What follows belongs to an exercise in optimizing a design on an open flow for small area, a short achievable clock period and few clock cycles; a production flow would make more cautious choices.
Only simulation tests tie the RTL to the original design; equivalence was not proved.

**design/flow/config.mk**
```make
export PLATFORM = sky130hd
export DESIGN_NAME = pidvel
export DESIGN_NICKNAME = pidvel
export VERILOG_FILES = /design/flow/design.v
export SDC_FILE = /design/flow/constraint.sdc
export NUM_CORES = 4
export LEC_CHECK = 0
export ABC_AREA = 1
export CAP_MARGIN = 20
export CORE_MARGIN = 2
export CORE_UTILIZATION = 55
export PLACE_DENSITY = 0.65
export SLEW_MARGIN = 20
```
**design/flow/constraint.sdc**
```tcl
create_clock -name core_clock -period 100.0 [get_ports {clk}]
set_input_delay 20.0000 -clock core_clock [delete_from_list [all_inputs] [get_ports {clk}]]
set_output_delay 20.0000 -clock core_clock [all_outputs]
set_load 0.01 [all_outputs]
```
**design/flow/design.v**
```verilog
module fq_lzc32 (
    input      [31:0] x,
    output     [5:0]  n
);
    wire z16 = x[31:16] == 16'd0;
    wire [15:0] x1 = z16 ? x[15:0] : x[31:16];
    wire z8 = x1[15:8] == 8'd0;
    wire [7:0]  x2 = z8 ? x1[7:0] : x1[15:8];
    wire z4 = x2[7:4] == 4'd0;
    wire [3:0]  x3 = z4 ? x2[3:0] : x2[7:4];
    wire z2 = x3[3:2] == 2'd0;
    wire [1:0]  x4 = z2 ? x3[1:0] : x3[3:2];
    wire z1 = !x4[1];
    wire zero = x == 32'd0;
    assign n = zero ? 6'd32 : {1'b0, z16, z8, z4, z2, z1};
endmodule
module fq_pack (
    input             sign,
    input      [9:0]  exp,    
    input      [26:0] sig,
    output     [31:0] res
);
    wire        inc = sig[2] & (sig[1] | sig[0] | sig[3]);
    wire [30:0] base = {sig[26] ? exp[7:0] : 8'd0, sig[25:3]};
    wire [30:0] sum = base + {30'd0, inc};
    wire        ovf = exp >= 10'd255 || sum[30:23] == 8'hFF;
    assign res = ovf ? {sign, 8'hFF, 23'd0} : {sign, sum};
endmodule
module fq_rnd (
    input             sign,
    input      [10:0] e0,
    input      [26:0] sig0,
    output     [31:0] res
);
    wire        tiny = e0[10] || e0 == 11'd0;
    wire [10:0] rsh_full = 11'd1 - e0;
    wire [4:0]  rsh = (rsh_full > 11'd27) ? 5'd27 : rsh_full[4:0];
    wire [26:0] rs  = sig0 >> rsh;
    wire        rst_ = (sig0 & ~(27'h7FFFFFF << rsh)) != 27'd0;
    wire [26:0] sig = tiny ? {rs[26:1], rs[0] | rst_} : sig0;
    wire [9:0]  exp = tiny ? 10'd1 : (e0[9:8] != 2'd0 ? 10'd255 : e0[9:0]);
    fq_pack u_pk (.sign(sign), .exp(exp), .sig(sig), .res(res));
endmodule
module fq_add (
    input  [31:0] a,
    input  [31:0] b,
    output [31:0] y
);
    wire [7:0]  exa = a[30:23], exb = b[30:23];
    wire        a_max = exa == 8'hFF, b_max = exb == 8'hFF;
    wire        a_nan = a_max && a[22:0] != 0;
    wire        b_nan = b_max && b[22:0] != 0;
    wire        eff_sub = a[31] ^ b[31];
    wire        swap = a[30:0] < b[30:0];
    wire [31:0] L = swap ? b : a;
    wire [31:0] S = swap ? a : b;
    wire        l_nz = L[30:23] != 0, s_nz = S[30:23] != 0;
    wire [7:0]  eL = {L[30:24], L[23] | !l_nz};
    wire [7:0]  eS = {S[30:24], S[23] | !s_nz};
    wire [23:0] mL = {l_nz, L[22:0]};
    wire [23:0] mS = {s_nz, S[22:0]};
    wire [7:0]  d  = eL - eS;
    wire        far = d > 8'd26;
    wire [4:0]  dsh = d[4:0];
    wire [49:0] al  = {mS, 26'd0} >> dsh;
    wire [26:0] mS_al = far ? {26'd0, mS != 24'd0}
                            : {al[49:24], al[23:0] != 24'd0};
    wire [27:0] sum = eff_sub ? ({1'b0, mL, 3'b0} - {1'b0, mS_al})
                              : ({1'b0, mL, 3'b0} + {1'b0, mS_al});
    wire [5:0]  lz;
    fq_lzc32 u_lz (.x({sum[26:0], 5'd0}), .n(lz));
    wire [7:0]  lim = eL - 8'd1;
    wire [4:0]  sh  = ({2'b0, lz} > {1'b0, lim}) ? lim[4:0] : lz[4:0];
    wire [26:0] nsig = sum[26:0] << sh;
    wire [26:0] sig = sum[27] ? {sum[27:2], sum[1] | sum[0]} : nsig;
    wire [9:0]  exp = sum[27] ? {2'b0, eL} + 10'd1 : {2'b0, eL} - {5'd0, sh};
    wire [31:0] rounded;
    fq_pack u_pk (.sign(L[31]), .exp(exp), .sig(sig), .res(rounded));
    assign y = (a_nan || b_nan || (a_max && b_max && eff_sub)) ? 32'h7FC00000 :
               a_max ? a : b_max ? b :
               (sum == 28'd0) ? {a[31] & ~eff_sub, 31'd0} : rounded;
endmodule
module fq_mul24 (
    input  [23:0] a,
    input  [23:0] b,
    output [47:0] p
);
    wire [26:0] bx = {2'b00, b, 1'b0};
    reg  [47:0] rows [0:12];
    reg  [47:0] srow;
    reg  [24:0] m;
    reg  [2:0]  t;
    reg         s;
    integer i;
    always @* begin
        srow = 48'd0;
        for (i = 0; i < 13; i = i + 1) begin
            t = bx[2*i +: 3];
            case (t)
                3'b001, 3'b010: m = {1'b0, a};
                3'b011:         m = {a, 1'b0};
                3'b100:         m = {a, 1'b0};
                3'b101, 3'b110: m = {1'b0, a};
                default:        m = 25'd0;
            endcase
            s = t[2] & ~(t[1] & t[0]);
            rows[i] = {22'd0, ~s, m ^ {25{s}}} << (2 * i);
            srow[2 * i] = s;
        end
    end
    localparam [47:0] C = 48'd0 - (48'd1 << 25) * 48'd22369621;
    assign p = rows[0] + rows[1] + rows[2] + rows[3] + rows[4] + rows[5] + rows[6]
             + rows[7] + rows[8] + rows[9] + rows[10] + rows[11] + rows[12] + srow + C;
endmodule
module fq_mul (
    input  [31:0] a,
    input  [31:0] b,
    output [31:0] y
);
    wire [7:0]  exa = a[30:23], exb = b[30:23];
    wire        a_max = exa == 8'hFF, b_max = exb == 8'hFF;
    wire        a_nan = a_max && a[22:0] != 0;
    wire        b_nan = b_max && b[22:0] != 0;
    wire        a_zero = a[30:0] == 0, b_zero = b[30:0] == 0;
    wire        sign = a[31] ^ b[31];
    wire        a_nz = exa != 0, b_nz = exb != 0;
    wire [23:0] ma = {a_nz, a[22:0]};
    wire [23:0] mb = {b_nz, b[22:0]};
    wire [47:0] p;
    fq_mul24 u_m (.a(ma), .b(mb), .p(p));
    wire [5:0]  lza, lzb;
    fq_lzc32 u_la (.x({ma, 8'hFF}), .n(lza));
    fq_lzc32 u_lb (.x({mb, 8'hFF}), .n(lzb));
    wire        tiny2 = !a_nz && !b_nz;
    wire [5:0]  lzs = lza + lzb;
    wire [47:0] ps = p << lzs[4:0];
    wire        top = ps[47];
    wire [26:0] sig0 = top ? {ps[47:22], ps[21:0] != 22'd0}
                           : {ps[46:21], ps[20:0] != 21'd0};
    wire [10:0] e0 = {3'b0, exa | {7'd0, !a_nz}} + {3'b0, exb | {7'd0, !b_nz}}
                   - {5'd0, lzs} - 11'd127 + {10'd0, top};
    wire [31:0] rounded;
    fq_rnd u_rn (.sign(sign), .e0(e0), .sig0(sig0), .res(rounded));
    assign y = (a_nan || b_nan || (a_max && b_zero) || (b_max && a_zero)) ? 32'h7FC00000 :
               (a_max || b_max) ? {sign, 8'hFF, 23'd0} :
               (a_zero || b_zero || tiny2) ? {sign, 31'd0} : rounded;
endmodule
module fq_lt (
    input  [31:0] a,
    input  [31:0] b,
    output        lt
);
    wire a_nan = (a[30:23] == 8'hFF) && (a[22:0] != 0);
    wire b_nan = (b[30:23] == 8'hFF) && (b[22:0] != 0);
    wire mag_lt = a[30:0] < b[30:0];
    wire mag_gt = b[30:0] < a[30:0];
    wire both0 = a[30:0] == 0 && b[30:0] == 0;
    assign lt = !(a_nan || b_nan || both0) &&
                ((a[31] != b[31]) ? a[31] : (a[31] ? mag_gt : mag_lt));
endmodule
module fq_clamp (
    input  [31:0] x,
    input  [31:0] lo,
    input  [31:0] hi,
    output [31:0] y
);
    wire below, above;
    fq_lt u_lo (.a(x),  .b(lo), .lt(below));
    fq_lt u_hi (.a(hi), .b(x),  .lt(above));
    assign y = below ? lo : above ? hi : x;
endmodule
module fq_divprep (
    input      [31:0] b,
    output     [23:0] dm,
    output     [10:0] de,
    output            d_nan,
    output            d_inf,
    output            d_zero,
    output            d_sign
);
    wire [7:0]  exb = b[30:23];
    wire        b_nz = exb != 0;
    wire [23:0] mb = {b_nz, b[22:0]};
    wire [5:0]  lzb;
    fq_lzc32 u_lb (.x({mb, 8'hFF}), .n(lzb));
    assign dm = mb << lzb[4:0];
    assign de = {3'b0, exb | {7'd0, !b_nz}} - {5'd0, lzb};
    assign d_nan  = exb == 8'hFF && b[22:0] != 0;
    assign d_inf  = exb == 8'hFF && b[22:0] == 0;
    assign d_zero = b[30:0] == 0;
    assign d_sign = b[31];
endmodule
module fq_srt_row (
    input      [27:0] ws,
    input      [27:0] wc,
    input      [27:0] dp,      
    input      [27:0] dn,      
    output     [27:0] ws_o,
    output     [27:0] wc_o,
    output            qp,
    output            qn
);
    wire [27:0] s2 = {ws[26:0], 1'b0};
    wire [27:0] c2 = {wc[26:0], 1'b0};
    wire [3:0]  y  = s2[27:24] + c2[27:24];
    assign qp = !y[3];
    assign qn = y[3] && y != 4'b1111;
    wire [27:0] m  = qp ? dn : qn ? dp : 28'd0;
    assign ws_o = s2 ^ c2 ^ m;
    wire [27:0] cy = (s2 & c2) | (s2 & m) | (c2 & m);
    assign wc_o = {cy[26:0], qp};
endmodule
module fq_divs #(parameter R0 = 5, parameter RM = 7, parameter NM = 3) (
    input             clk,
    input      [31:0] a,
    input      [23:0] dm,
    input      [10:0] de,
    input             d_nan,
    input             d_inf,
    input             d_zero,
    input             d_sign,
    input             zero,      
    output reg [31:0] y
);
    localparam RF = 28 - R0 - RM * NM;
    localparam NR = 28;
    wire [7:0]  exa = a[30:23];
    wire        a_nz = exa != 0;
    wire        a_nan = exa == 8'hFF && a[22:0] != 0;
    wire        a_inf = exa == 8'hFF && a[22:0] == 0;
    wire        a_zero = a[30:0] == 0;
    wire [23:0] ma = {a_nz, a[22:0]};
    wire [5:0]  lza;
    fq_lzc32 u_la (.x({ma, 8'hFF}), .n(lza));
    wire [23:0] ma_n = ma << lza[4:0];
    wire [10:0] ea_n = {3'b0, exa | {7'd0, !a_nz}} - {5'd0, lza};
    wire [1:0]  spc = (a_nan || d_nan || (a_inf && d_inf) || (a_zero && d_zero)) ? 2'd1 :
                      (a_inf || d_zero) ? 2'd2 : (a_zero || d_inf) ? 2'd3 : 2'd0;
    wire [27:0] dp = {3'b0, dm, 1'b0};
    wire [27:0] dn = ~dp;
    reg  [27:0] s_r  [0:NM];
    reg  [27:0] c_r  [0:NM];
    reg  [NR-1:0] qp_r [0:NM];
    reg  [NR-1:0] qn_r [0:NM];
    reg  [10:0] e_r  [0:NM];
    reg  [1:0]  sp_r [0:NM];
    reg         sg_r [0:NM];
    wire [27:0] rs [0:NR];
    wire [27:0] rc [0:NR];
    wire [NR-1:0] rqp, rqn;
    genvar g;
    generate
        for (g = 0; g < NR; g = g + 1) begin : row
            wire [27:0] ws_in, wc_in;
            if (g == 0) begin : first
                assign ws_in = {4'b0, ma_n};
                assign wc_in = 28'd0;
            end else if (g >= R0 && (g - R0) % RM == 0 && (g - R0) / RM < NM) begin : mid
                assign ws_in = s_r[(g - R0) / RM];
                assign wc_in = c_r[(g - R0) / RM];
            end else if (g == R0 + RM * NM) begin : last
                assign ws_in = s_r[NM];
                assign wc_in = c_r[NM];
            end else begin : chain
                assign ws_in = rs[g];
                assign wc_in = rc[g];
            end
            fq_srt_row u_r (.ws(ws_in), .wc(wc_in), .dp(dp), .dn(dn),
                            .ws_o(rs[g+1]), .wc_o(rc[g+1]),
                            .qp(rqp[NR-1-g]), .qn(rqn[NR-1-g]));
        end
    endgenerate
    integer k;
    always @(posedge clk) begin
        s_r[0]  <= rs[R0];
        c_r[0]  <= rc[R0];
        qp_r[0] <= rqp;
        qn_r[0] <= rqn;
        e_r[0]  <= ea_n - de;
        sp_r[0] <= spc;
        sg_r[0] <= a[31] ^ d_sign;
        for (k = 1; k <= NM; k = k + 1) begin
            s_r[k]  <= rs[R0 + RM * k];
            c_r[k]  <= rc[R0 + RM * k];
            qp_r[k] <= (qp_r[k-1] & ~({NR{1'b1}} >> (R0 + RM * (k - 1))))
                     | (rqp & ({NR{1'b1}} >> (R0 + RM * (k - 1))));
            qn_r[k] <= (qn_r[k-1] & ~({NR{1'b1}} >> (R0 + RM * (k - 1))))
                     | (rqn & ({NR{1'b1}} >> (R0 + RM * (k - 1))));
            e_r[k]  <= e_r[k-1];
            sp_r[k] <= sp_r[k-1];
            sg_r[k] <= sg_r[k-1];
        end
    end
    wire [NR-1:0] msk = {NR{1'b1}} >> (R0 + RM * NM);
    wire [27:0] qp3 = (qp_r[NM] & ~msk) | (rqp & msk);
    wire [27:0] qn3 = (qn_r[NM] & ~msk) | (rqn & msk);
    wire [27:0] w   = rs[NR] + rc[NR];
    wire        neg = w[27];
    wire        rem_nz = neg ? (w != (28'd0 - dp)) : (w != 28'd0);
    wire [28:0] qf  = {1'b0, qp3} + {1'b1, ~qn3} + {28'd0, !neg};
    wire [26:0] sig0 = qf[27] ? {qf[27:2], qf[1] | qf[0] | rem_nz}
                              : {qf[26:1], qf[0] | rem_nz};
    wire [10:0] e0 = e_r[NM] + (qf[27] ? 11'd127 : 11'd126);
    wire [31:0] rounded;
    fq_rnd u_rn (.sign(sg_r[NM]), .e0(e0), .sig0(sig0), .res(rounded));
    always @(posedge clk)
        y <= zero ? 32'd0 :
             (sp_r[NM] == 2'd1) ? 32'h7FC00000 :
             (sp_r[NM] == 2'd2) ? {sg_r[NM], 8'hFF, 23'd0} :
             (sp_r[NM] == 2'd3) ? {sg_r[NM], 31'd0} : rounded;
endmodule
module pidvel (
    input             clk,
    input             rst,         
    input             cfg_we,
    input      [4:0]  cfg_addr,
    input      [31:0] cfg_wdata,
    input             tick,
    output reg        tick_ready,
    input             rx_valid,
    input      [7:0]  rx_data,
    output reg        rx_ready,
    output reg        tx_valid,
    output reg [7:0]  tx_data,
    output reg        enc_req,
    output reg [1:0]  enc_j,
    input      [31:0] enc_angle,
    output reg        act_set,
    output reg [1:0]  act_j,
    output reg [31:0] act_cmd,
    output reg [2:0]  act_enable,
    output reg [2:0]  act_disable,
    output reg        grip_open,
    output reg        grip_close
);
    reg         cw_we;
    reg  [4:0]  cw_addr;
    reg  [31:0] cw_data;
    always @(posedge clk) begin
        cw_we   <= cfg_we;
        cw_addr <= cfg_addr;
        cw_data <= cfg_wdata;
    end
    reg [32*23-1:0] cfg;
    integer k;
    always @(posedge clk)
        for (k = 0; k < 23; k = k + 1)
            if (cw_we && cw_addr == k)
                cfg[32*k +: 32] <= cw_data;
    wire [31:0] c_f = cfg[0 +: 32];
    wire [31:0] c_t = cfg[32 +: 32];
    function [31:0] jcfg(input [1:0] jj, input [2:0] f);
        jcfg = cfg[32 * (2 + 7 * jj + f) +: 32];
    endfunction
    wire [23:0] tn_m_w;
    wire [10:0] tn_e_w;
    wire        tn_nan_w, tn_inf_w, tn_zero_w;
    fq_divprep u_tp (.b(c_t), .dm(tn_m_w), .de(tn_e_w), .d_nan(tn_nan_w),
                     .d_inf(tn_inf_w), .d_zero(tn_zero_w), .d_sign());
    reg  [23:0] tn_m;
    reg  [10:0] tn_e;
    reg         tn_nan, tn_inf, tn_zero;
    always @(posedge clk) begin
        tn_m    <= tn_m_w;
        tn_e    <= tn_e_w;
        tn_nan  <= tn_nan_w;
        tn_inf  <= tn_inf_w;
        tn_zero <= tn_zero_w;
    end
    reg [31:0] sp [0:2], angle [0:2], vel [0:2], volt [0:2], ui [0:2], eprev [0:2];
    reg [2:0]  first;
    reg        men;
    reg        rst_r;
    always @(posedge clk)
        rst_r <= rst;
    wire acc_tick = tick && tick_ready;
    wire acc_rx   = rx_valid && rx_ready;
    reg        pl_on;           
    reg [3:0]  pl_cnt;          
    reg        b1_v, b1_pl;
    reg [3:0]  b1_idx;
    reg [7:0]  b1_d;
    reg        b2_gs, b2_en, b2_dis, b2_go, b2_gc, b2_com, b2_cl0, b2_cl1;
    reg [7:0]  b2_d;
    reg        gs_hold;         
    reg [87:0] pl_buf;          
    wire       rd_more = enc_req && enc_j != 2'd2;    
    wire       enc_req_n = acc_tick || rd_more;
    wire [1:0] enc_j_n   = acc_tick ? 2'd0 : enc_j + 2'd1;
    reg        tx_busy;
    reg [5:0]  tx_cnt;
    wire       tx_free = !tx_busy || tx_cnt == 6'd47;
    wire       gs_go   = (b2_gs || gs_hold) && tx_free;
    wire       gs_wait = (b2_gs || gs_hold) && !tx_free;
    wire       tx_early  = gs_go && !tx_busy;
    wire       tx_busy_n = gs_go || (tx_busy && tx_cnt != 6'd47);
    wire [5:0] tx_cnt_n  = tx_early ? 6'd1 : gs_go ? 6'd0 : tx_cnt + 6'd1;
    wire       tx_free_n = !tx_busy_n || tx_cnt_n == 6'd47;
    wire       rx_gs_now  = acc_rx && !pl_on && rx_data == 8'h03;
    wire       b1_gs      = b1_v && !b1_pl && b1_d == 8'h03;
    wire       hold_n     = gs_wait;           
    wire       pend_n     = b1_gs || hold_n;   
    wire       go_n       = pend_n && tx_free_n;
    wire       busy_nn    = go_n || (tx_busy_n && tx_cnt_n != 6'd47);
    wire [5:0] cnt_nn     = go_n ? 6'd0 : tx_cnt_n + 6'd1;
    wire       free_nn    = !busy_nn || cnt_nn == 6'd47;
    wire       pend_nn    = (pend_n && !go_n) || rx_gs_now;
    wire       blk_n      = pend_nn && !free_nn;
    reg        v0;
    reg [1:0]  j0;
    reg [31:0] a0;
    reg        v1, m1, v2, m2, v3, m3, v4, m4;
    reg [1:0]  j1, j2, j3, j4;
    reg [31:0] d1, e1, up2, t12, de2, up3, t23, t33, up4, ui4;
    reg        f4;
    reg        g1, n1, x1, g2, n2, x2, g3, n3, x3, g4, n4, x4;
    reg        v5, v6, v7, v8, m5, m6, m7, m8, f5, f6, f7;
    reg [1:0]  j5, j6, j7, j8;
    reg [31:0] s15, s16, s17, s18;
    reg        g5, g6, g7, g8, x5, x6, x7, x8;
    wire [31:0] d0_y, e0_y, vel_y, up_y, t1_y, de_y, t2_y, t3_y, uin_y, s1_y, s2_y, ud_y, u_y;
    fq_add u_d0  (.a(a0), .b(angle[j0] ^ 32'h80000000), .y(d0_y));
    fq_add u_e0  (.a(sp[j0]), .b(a0 ^ 32'h80000000), .y(e0_y));
    fq_mul u_vel (.a(d1), .b(c_f), .y(vel_y));
    fq_mul u_up  (.a(jcfg(j1, 0)), .b(e1), .y(up_y));
    fq_mul u_t1  (.a(jcfg(j1, 1)), .b(e1), .y(t1_y));
    fq_add u_de  (.a(e1), .b(eprev[j1] ^ 32'h80000000), .y(de_y));
    fq_mul u_t2  (.a(t12), .b(c_t), .y(t2_y));
    fq_mul u_t3  (.a(jcfg(j2, 2)), .b(de2), .y(t3_y));
    fq_add u_ui  (.a(ui[j3]), .b(t23), .y(uin_y));
    fq_add u_s1  (.a(up4), .b(ui4), .y(s1_y));
    fq_divs #(.R0(5), .RM(7), .NM(3)) u_div (
        .clk(clk), .a(t33), .dm(tn_m), .de(tn_e), .d_nan(tn_nan), .d_inf(tn_inf),
        .d_zero(tn_zero), .d_sign(c_t[31]), .zero(f7), .y(ud_y));
    fq_add u_s2  (.a(s18), .b(ud_y), .y(s2_y));
    wire [31:0] s3 = (s2_y == 32'h80000000) ? 32'd0 : s2_y;
    wire        u_lo, u_hi;
    fq_lt u_cl (.a(s2_y), .b(jcfg(j8, 3)), .lt(u_lo));
    fq_lt u_ch (.a(jcfg(j8, 4)), .b(s2_y), .lt(u_hi));
    assign u_y = u_lo ? jcfg(j8, 3) : u_hi ? jcfg(j8, 4) : s3;
    wire [1:0]  cl_w = b2_cl0 ? 2'd0 : b2_cl1 ? 2'd1 : 2'd2;
    wire [31:0] cl_x = b2_cl0 ? pl_buf[31:0] : b2_cl1 ? pl_buf[63:32] : {b2_d, pl_buf[87:64]};
    wire [31:0] cl_y;
    fq_clamp u_cs (.x(cl_x), .lo(jcfg(cl_w, 5)), .hi(jcfg(cl_w, 6)), .y(cl_y));
    reg  [31:0] sn_sp [0:2], sn_an [0:2], sn_ve [0:2], sn_vo [0:2];
    wire [3:0]  tx_word = tx_cnt[5:2];
    wire [1:0]  tx_jnt  = tx_word[3:2];
    reg  [31:0] tx_val;
    always @* begin
        case (tx_word[1:0])
            2'd0: tx_val = sn_sp[tx_jnt];
            2'd1: tx_val = sn_an[tx_jnt];
            2'd2: tx_val = sn_ve[tx_jnt];
            default: tx_val = sn_vo[tx_jnt];
        endcase
    end
    integer i;
    always @(posedge clk) begin
        a0  <= enc_angle;
        j0  <= enc_j;
        d1  <= d0_y;   e1  <= e0_y;   j1 <= j0;
        up2 <= up_y;   t12 <= t1_y;   de2 <= de_y;  j2 <= j1;
        up3 <= up2;    t23 <= t2_y;   t33 <= t3_y;  j3 <= j2;
        up4 <= up3;    ui4 <= uin_y;  f4 <= first[j3]; j4 <= j3;
        s15 <= s1_y;   f5 <= f4;  j5 <= j4;
        s16 <= s15;    f6 <= f5;  j6 <= j5;
        s17 <= s16;    f7 <= f6;  j7 <= j6;
        s18 <= s17;    j8 <= j7;
        b1_d   <= rx_data;
        b1_idx <= pl_cnt;
        b1_pl  <= pl_on;
        b2_d   <= b1_d;
        act_j   <= j8;
        act_cmd <= u_y;
        tx_data <= tx_early ? sp[0][7:0] : tx_val[8*tx_cnt[1:0] +: 8];
    end
    always @(posedge clk) begin
        if (rst) begin
            tick_ready <= 1'b1;
            rx_ready   <= 1'b1;
            enc_req <= 1'b0;
            enc_j   <= 2'd0;
            pl_on   <= 1'b0;
            pl_cnt  <= 4'd0;
            b1_v    <= 1'b0;
            {b2_gs, b2_en, b2_dis, b2_go, b2_gc, b2_com, b2_cl0, b2_cl1} <= 8'd0;
            gs_hold <= 1'b0;
            tx_busy <= 1'b0;
            tx_cnt  <= 6'd0;
            tx_valid <= 1'b0;
            v0 <= 1'b0;
            {v1, v2, v3, v4, v5, v6, v7, v8} <= 8'd0;
            {m1, m2, m3, m4, m5, m6, m7, m8} <= 8'd0;
            {g1, g2, g3, g4, g5, g6, g7, g8} <= 8'd0;
            {n1, n2, n3, n4} <= 4'd0;
            {x1, x2, x3, x4, x5, x6, x7, x8} <= 8'd0;
            act_set <= 1'b0;
            act_enable <= 3'b000;
            act_disable <= 3'b000;
            grip_open <= 1'b0;
            grip_close <= 1'b0;
        end else begin
            enc_req <= enc_req_n;
            enc_j   <= enc_j_n;
            tick_ready <= !blk_n && !(enc_req_n && enc_j_n != 2'd2);
            rx_ready   <= !blk_n && (!(enc_req_n && enc_j_n != 2'd2) ||
                          ((acc_rx ? (pl_on ? pl_cnt != 4'd11 : rx_data == 8'h04) : pl_on) &&
                           (acc_rx && pl_on ? pl_cnt + 4'd1 : (acc_rx ? 4'd0 : pl_cnt)) != 4'd11));
            if (acc_rx) begin
                if (pl_on) begin
                    pl_cnt <= pl_cnt + 4'd1;
                    if (pl_cnt == 4'd11)
                        pl_on <= 1'b0;
                end else if (rx_data == 8'h04) begin
                    pl_on  <= 1'b1;
                    pl_cnt <= 4'd0;
                end
            end
            b1_v <= acc_rx;
            b2_gs  <= b1_v && !b1_pl && b1_d == 8'h03;
            b2_en  <= b1_v && !b1_pl && b1_d == 8'h01;
            b2_dis <= b1_v && !b1_pl && b1_d == 8'h02;
            b2_go  <= b1_v && !b1_pl && b1_d == 8'h05;
            b2_gc  <= b1_v && !b1_pl && b1_d == 8'h06;
            b2_com <= b1_v && b1_pl && b1_idx == 4'd11;
            b2_cl0 <= b1_v && b1_pl && b1_idx == 4'd3;
            b2_cl1 <= b1_v && b1_pl && b1_idx == 4'd7;
            v0 <= enc_req;
            gs_hold <= gs_wait;
            act_enable  <= {3{b2_en}};
            act_disable <= {3{b2_dis}};
            grip_open   <= b2_dis || b2_go;
            grip_close  <= b2_gc;
            v1 <= v0;  m1 <= v0 && men;
            g1 <= gs_go;  n1 <= b2_en;  x1 <= b2_dis;
            v2 <= v1;  m2 <= m1;  g2 <= g1;  n2 <= n1;  x2 <= x1;
            v3 <= v2;  m3 <= m2;  g3 <= g2;  n3 <= n2;  x3 <= x2;
            v4 <= v3;  m4 <= m3;  g4 <= g3;  x4 <= x3;
            v5 <= v4;  m5 <= m4;  g5 <= g4;  x5 <= x4;
            v6 <= v5;  m6 <= m5;  g6 <= g5;  x6 <= x5;
            v7 <= v6;  m7 <= m6;  g7 <= g6;  x7 <= x6;
            v8 <= v7;  m8 <= m7;  g8 <= g7;  x8 <= x7;
            act_set  <= m8;
            tx_valid <= tx_busy || tx_early;
            tx_busy  <= tx_busy_n;
            tx_cnt   <= tx_busy_n ? tx_cnt_n : 6'd0;
        end
    end
    always @(posedge clk) begin
        if (b1_v && b1_pl && b1_idx != 4'd11)
            pl_buf[8*b1_idx +: 8] <= b1_d;
        if (b2_cl0) pl_buf[31:0]  <= cl_y;
        if (b2_cl1) pl_buf[63:32] <= cl_y;
        if (b2_com) begin
            sp[0] <= pl_buf[31:0];
            sp[1] <= pl_buf[63:32];
            sp[2] <= cl_y;
        end
        if (b2_en)  men <= 1'b1;
        if (b2_dis) men <= 1'b0;
        if (v0)
            angle[j0] <= a0;
        if (gs_go)
            for (i = 0; i < 3; i = i + 1) begin
                sn_sp[i] <= sp[i];
                sn_an[i] <= angle[i];
            end
        if (v1)
            vel[j1] <= vel_y;
        if (m1)
            eprev[j1] <= e1;
        if (n1)
            for (i = 0; i < 3; i = i + 1)
                eprev[i] <= 32'd0;
        if (g1)
            for (i = 0; i < 3; i = i + 1)
                sn_ve[i] <= vel[i];
        if (m3) begin
            ui[j3]    <= uin_y;
            first[j3] <= 1'b0;
        end
        if (n3) begin
            for (i = 0; i < 3; i = i + 1)
                ui[i] <= 32'd0;
            first <= 3'b111;
        end
        if (m8)
            volt[j8] <= u_y;
        if (x8)
            for (i = 0; i < 3; i = i + 1)
                volt[i] <= 32'd0;
        if (g8)
            for (i = 0; i < 3; i = i + 1)
                sn_vo[i] <= volt[i];
        if (rst_r) begin
            for (i = 0; i < 3; i = i + 1) begin
                sp[i] <= 32'd0; angle[i] <= 32'd0; vel[i] <= 32'd0;
                volt[i] <= 32'd0; ui[i] <= 32'd0; eprev[i] <= 32'd0;
            end
            first <= 3'b111;
            men   <= 1'b0;
        end
    end
endmodule
```
**design/flow/flow/run.sh**
```bash
#!/bin/bash
set -euo pipefail
bash standard.sh SETUP_SLACK_MARGIN=78.5 finish > flow_standard.log 2>&1
```
**design/flow/standard.sh**
```bash
#!/bin/bash
# synth_recipe.tcl (not shown) runs the flow's synth.tcl, then flattens the netlist and writes it again
# the make line also repeats each setting of config.mk as NAME=value (left out here)
make -C /OpenROAD-flow-scripts/flow DESIGN_CONFIG=/design/flow/config.mk WORK_HOME=/design/flow/orfs CLKGATE_MAP_FILE= SYNTH_SCRIPT=/design/flow/synth_recipe.tcl "${@:-finish}"
```
==> impl_metrics.toml <==
[final_layout]
fin_nets = 47175
drive_gt1_frac = 0.0519
area_growth_pct = 6.50

[synth]
yosysUniqueCellTypes = 96
avgSynthCellArea_um2 = 7.13
ys_seq_elements = 2988
synthArstFlopShare = 0
syn_inst = 44289
synth_edf_count = 1304
ys_seq_area_frac = 0.231
synth.cell_area_um2 = 316000
ys.flop_type = "dfxtp_1"
synth_fp_nets = 48287
ys_warn_count = 28

[sta]
final.setup.tns_ns = 0
finalSetupViolations = 0
slew_headroom = -0.0115
hold_viol = 0
rsz0062_at_grt = "yes"
fin_skew_ns = 0.110
drv_slew = 3
fin_crit_sh = 0.215
period_minus_slack_ns = 21.53
setup_slack_ns = 78.47
fmax_mhz = 46.4
worstMarginPinSlew_ns = 1.50

[placed_design]
numPortBuffers = 138
dp_hpwl_um = 1010000
gp_congestion = 1.06
dp_slack_ns = 78.09

[clocking]
clk_latency_ns = 1.07
htree_num_levels = 5
path_clk_slew_ns = 0.06
cts-root-buf = "clkbuf_16"
cts_buffers = 327
cts_sinks = 2988
cts_tree = "yes"
clk_path_buf_depth = 4

[worst_setup_path]
crit_path_max_incr_delay_ns = 0.37
crit_buf_inv = 1
required_ns = 80.00
regToRegSetupSlack_ns = 79.65
endpoint_kind = "output pin"
crit_fanout = 1
critPathSlowestCell = "dfxtp_2"
crit_family = "flip-flops"
critPathKind = "reg2out"
worst_setup_path_start_kind = "flop"
arrival_ns = 1.53
critical_path.cell_chain = "buf_6"

[floorplanning]
fp-row-count = 278
ioPinCount = 139
start_util = 0.552
die_area_um2 = 581000
die_w_um = 762
coreArea_um2 = 573000
die_y_um = 762

[run_status]
so.violations = "max-capacitance violations, max-slew violations"
outcome = "complete, but fails checks"

[routing]
via_count = 323317
drt_wl_total_um = 1340000
drt-initial-drc-count = 46218
drtPass1Iterations = 11
antenna_left = 0
wl_per_cell_um = 26.2
drc = 0
via_per_inst = 6.33

[global_route]
grt_first_pass_wirelength_um = 1960000
grt_pass1_vias = 303626
grt_usage = 0.442
grt_overflow = 0
antenna_found_initial = 95
grt_max_degree = 127

[hold_path]
hold_path_class = "reg2reg"

[job]
max_cap_violations = 1
## metal layers
metal	global-route usage	wire, µm	vias to the layer above
met3	0.168	200000	4688
met4	0.255	98300	72
li1	-	-	144800
met2	0.628	533000	22006
met5	0.00795	991	-
met1	0.571	504000	151751
## cells by family after synthesis
logic type	after synthesis	share of synthesized area
flip-flops	2988	0.231
AND/OR/NAND/NOR	16865	0.223
adder cells (fa/ha/maj)	3916	0.201
multiplexers	80	0.00255
XOR/XNOR	2259	0.0627
buffers and inverters	8434	0.103
AO/OA/AOI/OAI	9747	0.176
## Yosys cell counts (99+ instances only)
cell | number | area (µm²)
o21ai_1 | 102 | 510
o211ai_1 | 262 | 1970
ha_1 | 1980 | 24800
dfxtp_1 | 1684 | 33700
o21a_1 | 111 | 833
nand3_1 | 2841 | 14200
nor3_1 | 319 | 1600
xor2_1 | 1978 | 17300
a211oi_1 | 122 | 916
buf_1 | 268 | 1010
edfxtp_1 | 1304 | 39200
buf_2 | 161 | 806
a21oi_1 | 1987 | 9940
o22ai_1 | 1758 | 11000
nor4_1 | 255 | 1600
or2_2 | 198 | 1240
clkinv_1 | 124 | 465
nand2_1 | 9619 | 36100
a22oi_1 | 138 | 1040
fa_1 | 1936 | 38800
xnor2_1 | 279 | 2440
inv_1 | 5753 | 21600
a221oi_1 | 99 | 867
a31oi_1 | 271 | 1700
clkbuf_1 | 1927 | 7230
o221ai_1 | 137 | 1200
o21ai_0 | 4197 | 21000
nor2_1 | 2898 | 10900
nand4_1 | 446 | 2790
## cells in the final DEF, fill, tap and decap left out, types with 80 or more instances in the layout
master,Yosys,final
nand2_1,9619,9591
inv_1,5753,5727
o21ai_0,4197,4171
nand3_1,2841,2838
nor2_1,2898,2820
xor2_1,1978,1971
ha_1,1980,1971
a21oi_1,1987,1970
fa_1,1936,1934
o22ai_1,1758,1758
dfxtp_1,1684,1644
edfxtp_1,1304,1304
buf_4,52,851
nand4_1,446,446
clkbuf_16,0,330
nor3_1,319,313
xnor2_1,279,272
o211ai_1,262,262
a31oi_1,271,259
nor4_1,255,251
or2_2,198,198
a22oi_1,138,138
clkinv_1,124,134
o221ai_1,137,126
a211oi_1,122,120
o21ai_1,102,115
o21a_1,111,111
a221oi_1,99,94
inv_2,85,87
nand2_2,66,86
clkdlybuf4s50_1,0,80
## flip-flops by register name, indices dropped and copies added (netlist names), 44 cells and up
signal	cells
angle	128
cfg	736
eprev	128
pl_buf	88
sn_an	96
sn_sp	96
sn_ve	96
sn_vo	96
sp	96
u_div.c_r	96
u_div.e_r	44
u_div.qn_r	58
u_div.qp_r	54
u_div.s_r	108
ui	128
vel	96
volt	96
## stage by stage
step | instance area (µm²) | std cells | hold slack, ns | util
after floorplan | 316000 | 44289 | 0.310 | -
after detailed placement | 324000 | 50356 | 0.312 | 0.566
after global routing | 336000 | 51013 | 0.288 | 0.587
after global placement | 324000 | 50349 | 0.310 | 0.566
final | 337000 | 51070 | 0.296 | 0.587
after CTS | 335000 | 50960 | 0.287 | 0.586
## worst paths after layout
check,from,end,cells after the start
max,act_cmd[21]$_DFF_P_,act_cmd[21],1
max reg2reg,j1[1]$_DFF_P_,t12[11]$_SDFF_PP0_,81
min reg2reg,u_div.e_r[0][2]$_DFF_P_,u_div.e_r[1][2]$_DFF_P_,0
min,u_div.e_r[0][2]$_DFF_P_,u_div.e_r[1][2]$_DFF_P_,0
## layout make-up
cell class                      count  area, µm²
Tap cell                         7560       9460
Inverter                         5963      22500
Antenna cell                       62        155
Sequential cell                  2988      72900
Clock inverter                    175       2380
Multi-Input combinational cell  32869     212000
Timing Repair Buffer             1017       8080
Timing Repair inverter             11       62.6
Clock buffer                      425       8950
Fill cell                       54128     236000
## timing repair
action | 4_1_cts | 5_1_grt
gates resized for setup | 285 | 136
gates cloned | 0 | 13
hold buffers | 0 | 0
endpoints found under the setup margin | 101 | 650
pin swaps | 0 | 5
buffers inserted | 4 | 25
Testbench counts, summed over its fixed seeds: cycles 2,368.

==> what the ideal ports hide <==
How much do the figures lean on ideal ports? The routed layout below was timed once more, with nothing changed but the port constraints. Step 1 (the two cells are an assumption about what drives the block):
set clk [get_ports {clk}]
set_driving_cell -lib_cell sky130_fd_sc_hd__clkbuf_16 $clk
set_driving_cell -lib_cell sky130_fd_sc_hd__buf_2 [delete_from_list [all_inputs] $clk]
Step 2 adds t to the input delays and takes it off the output delays; t is the mean of the earliest and latest rising clock arrival at the registers after step 1. Input paths then give back, and output paths get back, about the clock's delay inside the block. Slacks: ideal / step 1 / step 2; pairs: ideal / step 1.
t (ns): 1.175
setup WS [ns]: 78.466 / 78.308 / 78.002
pins driven straight from the clock port: 1
The setup slack of this run moves by -0.158 ns with the drivers and by -0.464 ns with both steps.
